Source: an optimization exercise on an open RTL-to-GDS flow (aim: a short achievable clock period and few clock cycles). Production flows keep margins and buffers that such runs may drop.
In this exercise RTL edits were held to simulation tests only and were not proved equivalent to the original.
No activity file was given, so power comes from the tool's default toggle rates.

[config.mk]
export PLATFORM = sky130hd
export DESIGN_NAME = yarisc_core
export DESIGN_NICKNAME = yarisc_core
export VERILOG_FILES = /design/flow/design.v
export SDC_FILE = /design/flow/constraint.sdc
export NUM_CORES = 4
export LEC_CHECK = 0
export CAP_MARGIN = 20
export CORE_MARGIN = 2
export CORE_UTILIZATION = 40
export PLACE_DENSITY = 0.6
export SLEW_MARGIN = 20
[constraint.sdc]
create_clock -name core_clock -period 8.0 [get_ports {clk}]
set_input_delay 1.6000 -clock core_clock [delete_from_list [all_inputs] [get_ports {clk}]]
set_output_delay 1.6000 -clock core_clock [all_outputs]
set_load 0.01 [all_outputs]
[run.sh]
#!/bin/bash
# synth_recipe.tcl (not shown) runs the flow's synth.tcl, then flattens the netlist and writes it again
# the make line also repeats each setting of config.mk as NAME=value (left out here)
make -C /OpenROAD-flow-scripts/flow DESIGN_CONFIG=/design/flow/config.mk WORK_HOME=/design/flow/orfs CLKGATE_MAP_FILE= SYNTH_SCRIPT=/design/flow/synth_recipe.tcl finish
[design.v]
module yarisc_core (
    input  wire        clk,
    input  wire        rst,           
    output wire        mem_req,
    output wire        mem_we,
    output wire [15:0] mem_addr,
    output wire [15:0] mem_wdata,
    input  wire        mem_ready,
    input  wire [15:0] mem_rdata,     
    output wire        halted,
    output wire        panicked,
    output wire [1:0]  panic_code,    
    input  wire [3:0]  dbg_sel,
    output wire [15:0] dbg_data
);
    localparam [2:0] S_FETCH  = 3'd0,
                     S_DECODE = 3'd1,
                     S_FETCH2 = 3'd2,
                     S_EXEC   = 3'd3,
                     S_MEM    = 3'd4,
                     S_HALT   = 3'd5,
                     S_PANIC  = 3'd6;
    localparam [5:0] OP_MOV = 6'h01, OP_LDR = 6'h02, OP_STR = 6'h04,
                     OP_ADD = 6'h10, OP_ADC = 6'h11, OP_JMP = 6'h2A,
                     OP_JCC = 6'h2C, OP_NOP = 6'h3E, OP_HLT = 6'h3F;
    localparam [1:0] P_INVALID = 2'd1, P_MEMACCESS = 2'd2, P_NONZERO = 2'd3;
    reg [2:0]  state;
    reg [15:0] regs [0:6];            
    reg [15:0] ip;                    
    reg        flag_c, flag_z;
    reg [15:0] ir;                    
    reg [15:0] imm;                   
    reg [15:0] maddr;                 
    reg [1:0]  pcode;
    function [15:0] rd_reg(input [2:0] idx);
        rd_reg = (idx == 3'd7) ? ip : regs[idx];
    endfunction
    wire [5:0] op    = ir[5:0];
    wire       sel   = ir[15];
    wire       loc   = ir[14];
    wire       as_b  = ir[13];
    wire [2:0] f_op0 = ir[8:6];
    wire [2:0] f_op1 = ir[11:9];
    wire [2:0] f_op2 = ir[14:12];
    wire [15:0] simm = {{12{ir[12]}}, ir[12:9]};
    wire is_mov = (op == OP_MOV);
    wire is_ldr = (op == OP_LDR);
    wire is_str = (op == OP_STR);
    wire is_add = (op == OP_ADD);
    wire is_adc = (op == OP_ADC);
    wire is_jmp = (op == OP_JMP);
    wire is_jcc = (op == OP_JCC);
    wire is_nop = (op == OP_NOP);
    wire is_hlt = (op == OP_HLT);
    wire two_op   = is_mov | is_ldr | is_str;
    wire three_op = is_add | is_adc;
    wire legal    = two_op | three_op | is_jmp | is_jcc | is_nop | is_hlt;
    wire two_word = ((two_op | three_op) & sel & loc) | ((is_jmp | is_jcc) & sel);
    reg [15:0] mbz;
    always @(*) begin
        mbz = 16'h0000;
        if (two_op) begin
            if (!sel)      mbz = 16'h7000;
            else if (!loc) mbz = 16'h2000;
            else           mbz = 16'h3E00;
        end else if (three_op) begin
            if (sel && loc) mbz = 16'h1000;
        end else if (is_jmp) begin
            if (sel) mbz = 16'h7FC0;
        end else if (is_jcc) begin
            mbz = sel ? 16'h3F00 : 16'h0100;
        end else if (is_nop || is_hlt) begin
            mbz = 16'hFFC0;
        end
    end
    wire bad_bits = |(ir & mbz);
    reg [15:0] opb, opc;
    always @(*) begin
        opb = 16'h0000;
        opc = 16'h0000;
        if (two_op) begin
            if (!sel)      opb = rd_reg(f_op1);
            else if (!loc) opb = simm;
            else           opb = imm;
        end else begin
            if (!sel) begin
                opb = rd_reg(f_op1);
                opc = rd_reg(f_op2);
            end else if (!loc) begin
                if (!as_b) begin opb = simm;           opc = rd_reg(f_op0); end
                else       begin opb = rd_reg(f_op0);  opc = simm;          end
            end else begin
                if (!as_b) begin opb = imm;            opc = rd_reg(f_op1); end
                else       begin opb = rd_reg(f_op1);  opc = imm;           end
            end
        end
    end
    wire [16:0] sum = {1'b0, opb} + {1'b0, opc} + {16'h0000, is_adc & flag_c};
    wire [15:0] jmp_target  = sel ? imm : {{6{ir[14]}}, ir[14:6], 1'b0};
    wire [15:0] jcc_target  = sel ? imm : {{10{ir[13]}}, ir[13:9], 1'b0};
    wire [2:0]  jcc_m       = {1'b0, flag_z, flag_c} & ir[8:6];
    wire        jcc_taken   = ir[14] ? (jcc_m == 3'b000) : (jcc_m != 3'b000);
    wire fetching = (state == S_FETCH) || (state == S_FETCH2);
    assign mem_req   = (fetching && !ip[0]) || (state == S_MEM);
    assign mem_we    = (state == S_MEM) && is_str;
    assign mem_addr  = (state == S_MEM) ? maddr : ip;
    assign mem_wdata = rd_reg(f_op0);
    assign halted     = (state == S_HALT);
    assign panicked   = (state == S_PANIC);
    assign panic_code = (state == S_PANIC) ? pcode : 2'd0;
    assign dbg_data   = dbg_sel[3] ? {14'h0000, flag_z, flag_c} : rd_reg(dbg_sel[2:0]);
    task automatic wr_reg(input [2:0] idx, input [15:0] val);
        if (idx == 3'd7) ip <= val;
        else             regs[idx] <= val;
    endtask
    integer i;
    always @(posedge clk) begin
        if (rst) begin
            state  <= S_FETCH;
            ip     <= 16'h0000;
            flag_c <= 1'b0;
            flag_z <= 1'b0;
            pcode  <= 2'd0;
            ir     <= 16'h0000;
            imm    <= 16'h0000;
            maddr  <= 16'h0000;
            for (i = 0; i < 7; i = i + 1)
                regs[i] <= 16'h0000;
        end else begin
            case (state)
                S_FETCH: begin
                    if (ip[0]) begin
                        pcode <= P_MEMACCESS;
                        state <= S_PANIC;
                    end else if (mem_ready) begin
                        ir    <= mem_rdata;
                        ip    <= ip + 16'd2;
                        state <= S_DECODE;
                    end
                end
                S_DECODE: begin
                    if (!legal) begin
                        pcode <= P_INVALID;
                        state <= S_PANIC;
                    end else if (two_word) begin
                        state <= S_FETCH2;
                    end else begin
                        state <= S_EXEC;
                    end
                end
                S_FETCH2: begin
                    if (ip[0]) begin
                        pcode <= P_MEMACCESS;
                        state <= S_PANIC;
                    end else if (mem_ready) begin
                        imm   <= mem_rdata;
                        ip    <= ip + 16'd2;
                        state <= S_EXEC;
                    end
                end
                S_EXEC: begin
                    if (is_ldr || is_str) begin
                        if (opb[0]) begin
                            pcode <= P_MEMACCESS;
                            state <= S_PANIC;
                        end else begin
                            maddr <= opb;
                            state <= S_MEM;
                        end
                    end else begin
                        if (is_mov) begin
                            wr_reg(f_op0, opb);
                            flag_z <= (opb == 16'h0000);
                        end else if (three_op) begin
                            wr_reg(f_op0, sum[15:0]);
                            flag_c <= sum[16];
                            flag_z <= (sum[15:0] == 16'h0000);
                        end else if (is_jmp) begin
                            ip <= jmp_target;
                        end else if (is_jcc) begin
                            if (jcc_taken) ip <= jcc_target;
                        end
                        if (bad_bits) begin
                            pcode <= P_NONZERO;
                            state <= S_PANIC;
                        end else if (is_hlt) begin
                            state <= S_HALT;
                        end else begin
                            state <= S_FETCH;
                        end
                    end
                end
                S_MEM: begin
                    if (mem_ready) begin
                        if (is_ldr) wr_reg(f_op0, mem_rdata);
                        if (bad_bits) begin
                            pcode <= P_NONZERO;
                            state <= S_PANIC;
                        end else begin
                            state <= S_FETCH;
                        end
                    end
                end
                default: ;   
            endcase
        end
    end
endmodule
==> run_results.csv <==
group,metric,value,unit
detailed_routing,first_iter_violations,2373,
clock_network,ctsHoldBuffers,0,
detailed_routing,wl_per_cell,31.4,um
sta,hold_viol,0,
grt,grt_pass1_wl,101,mm
floorplanning,die_x,206,um
finish,finalNonFillerCells,2251,
grt,grt_pass1_vias,14400,
floorplanning,die_area,42500,um2
power_and_ir_drop,powerDensity,263,nW/um2
run,maxCapViolations,0,
clock_network,clock-root-buffer,"clkbuf_16",
placement,io_buffers,76,
worst_setup_path,cp.arrival,6.37,ns
sta,setup_violations,0,
sta,drv_slew,0,
grt,antenna_found_initial,0,
worst_setup_path,setup.worst_path.end_class,"register",
synth,synth_area,16300,um2
synth,synthFlopType,"edfxtp_1",
clock_network,cts_resized,0,
finish,antenna_cells,0,
min_path,hold_depth,2,
finish,final_util,45.1,%
sta,fmax,164,MHz
sta,setup_tns,0,ns
grt,grt_max_degree,55,
sta,worst_pin_slew,1.16,ns
floorplanning,rows,74,
floorplanning,die_h,206,um
placement,dp_cells,2205,
clock_network,cts.sinks,207,
worst_setup_path,required,8.28,ns
synth,syn_area_per_cell,9.64,um2
synth,synth_edf_count,112,
placement,detailedPlace.worstSlack,2.12,ns
sta,slew_headroom,21.8,%
clock_network,clockBufferDepth,3,
synth,synth-seq-cells,207,
finish,drive_gt1_share,15.6,%
worst_setup_path,path_class,"register to register",
power_and_ir_drop,vdd_drop_max,0.159,mV
grt,grt_usage,33.2,%
clock_network,cts_max_level,1,
clock_network,cts_tree,"built",
worst_setup_path,reg2reg_depth,14,
synth,yosysUniqueCellTypes,97,
placement,place.gp.congestion,1.10,
sta,period_share,76.1,%
detailed_routing,dr.pass1.iters,6,
floorplanning,initial_core_util,40.3,%
finish,area_growth,12.0,%
floorplanning,core_area,40600,um2
synth,yosysSeqAreaShare,32.2,%
power_and_ir_drop,total_leakage_power,6.33,nW
detailed_routing,wl,70.8,mm
placement,dp_hpwl,50.4,mm
worst_setup_path,path_cells,"buf_4 -> mux4_1 -> mux2i_1 -> a21oi_1 -> a221oi_1 -> nand2_1 -> ha_1 -> o21ai_0 -> a31oi_1 -> a221o_1 -> a211oi_1 -> nor3_1 -> a211o_1 -> nor2_1",
worst_setup_path,crit_fanout,16,
outcome,status,"finished clean",
sta,finalClockSkew,0.0164,ns
min_path,hold_path.class,"register to register",
finish,nNetsFinal,1742,
sta,rsz0062_at_grt,"false",
sta,finalWorstSetupSlack,1.92,ns
detailed_routing,route.detailed.drc,0,
synth,ys_async_sr_fraction,0,%
grt,grt_overflow,0,
worst_setup_path,worstSetupStartpointType,"register",
synth,yosysWarnings,1,
clock_network,postCtsSetupBuffers,0,
detailed_routing,vias,15500,
clock_network,cts.clk_slew.worst_paths,0.06,ns
floorplanning,ioPinCount,77,
worst_setup_path,cpMaxStageDelayCell,"a221oi_1",
clock_network,cts_buffers,26,
detailed_routing,postRouteAntennaNets,0,
clock_network,clock_latency,0.58,ns
power_and_ir_drop,power.total,0.00482,W
sta,min_period,6.08,ns
worst_setup_path,crit_path_max_incr_delay,1.05,ns
detailed_routing,vias_per_cell,6.86,
synth,syn_inst,1695,
## area by class of cell
type | instances | area (um2)
clock buffers | 34 | 736
inverters | 38 | 143
flip-flops and latches | 207 | 5270
repair buffers | 126 | 1130
fillers | 3885 | 22300
clock inverters | 12 | 131
multi-input cells | 1302 | 10200
well taps | 532 | 666
## layer usage
layer,vias up,global-route usage [%],routed length (um),part of all wire (%)
met3,263,9.57,9070,13
met1,7493,43.2,26400,37
met2,1223,49.1,30300,43
met4,2,18.8,4950,7.0
li1,6472,-,-,-
met5,-,1.79,91,0.13
## cells in the final DEF (no fill, tap or decap), types with 14 or more instances in the layout
cell and n:
conb_1 16, nand2_1 179, nand2b_1 22, o21ai_0 87, xnor2_1 14, mux4_1 28, mux2_2 30, clkdlybuf4s50_1 73
buf_4 50, a22oi_1 16, mux2i_1 89, edfxtp_1 112, nand3_1 30, mux4_2 102, a211oi_1 40, inv_1 35
dfxtp_1 88, a311oi_1 18, o211ai_1 18, clkbuf_16 27, ha_1 16, nor3_1 27, a21oi_1 102, nor2_1 221
## logic make-up (layout without fill, tap and decap cells)
logic type | after synthesis | count (layout) | share of synthesized area [%]
simple gates | 578 | 578 | 16.1
mux | 250 | 250 | 26.2
fa+ha+maj | 18 | 18 | 1.47
buf+inv | 201 | 210 | 5.76
other cells | 1 | 16 | 0.0229
xor+xnor | 22 | 22 | 1.18
compound gates | 418 | 418 | 17.1
flops | 207 | 207 | 32.2
## registers in the layout, indices dropped and copies added (netlist names), named ones only
| register | cells |
|---|---|
| regs | 128 |
| flag_z | 1 |
| pcode | 2 |
| maddr | 15 |
| ir | 16 |
| ip | 15 |
| flag_c | 1 |
| imm | 16 |
| state | 3 |
## per-stage QoR
step	hold slack, ns	area (um2)
floorplan	0.454	16400
global placement	0.469	17400
detailed placement	0.476	17400
CTS	0.486	18300
global route	0.508	18300
finish	0.482	18300
## critical path, delay by kind of cell, from the launching register on
family / cells / cell delay (ns)
buffers and inverters: 1 / 0.33
and+or+nand+nor: 3 / 0.90
adders and majority gates: 1 / 0.43
DFF: 1 / 0.97
muxes: 2 / 0.57
AOI/OAI and AO/OA: 7 / 2.57
## Yosys cell counts, drive strengths merged, types with 12 or more instances
library cell	count	area share [%]
o21ai	91	2.9
edfxtp	112	21
mux2	30	2.1
nor3	28	0.89
nor2b	12	0.46
nand2	181	4.2
nand3	30	0.92
clkbuf	107	2.7
mux4	130	19
buf	55	2.2
o21a	12	0.55
a22oi	16	0.73
mux2i	90	5.6
ha	16	1.2
o211ai	19	0.90
inv	38	0.87
or3	13	0.53
nor2	221	5.1
a21oi	104	3.2
dfxtp	95	12
nand2b	22	0.84
a211oi	40	1.8
a21o	12	0.55
nor4	15	0.67
a311oi	18	0.96
xnor2	14	0.75
## worst paths after layout
kind / endpoint / startpoint / slack, ns
max: regs[2][14] / register / 1.92
min: pcode[0] / pcode[0] / 0.48
max reg2reg: regs[2][14] / register / 1.92
min reg2reg: pcode[0] / pcode[0] / 0.48
## where the power goes
part	switching (W)	internal, W
clock	0.000507	0.000712
combinational	0.00126	0.000841
sequential	0.000287	0.00121
Testbench counts, summed over its fixed seeds: cycles 146,809.

## re-timing with driven ports
The flow's constraints put no driver on any port. The routed layout listed below was extracted and timed again, unchanged, in two steps.
Step 1: set_driving_cell puts a clkbuf_16 on clk and a buf_2 on each other input, an assumption about the parent block.
Step 2, shift: input delay + t, output delay - t, t = (earliest + latest rising clock arrival at the registers) / 2. This alone moves slack from input paths to output paths.
a / b / c = no drivers / after step 1 / after step 2; a / b = the first two.
t, ns: 0.622
setup WS [ns]: 1.916 / 1.916 / 1.916
hold slack, ns: 0.482 / 0.482 / 0.482
worst slew at a driven data input, ns: 0.04
After both steps setup and hold are still met in this run. For this run, drivers alone change the setup slack by 0.000 ns; drivers and shift together by 0.000 ns.
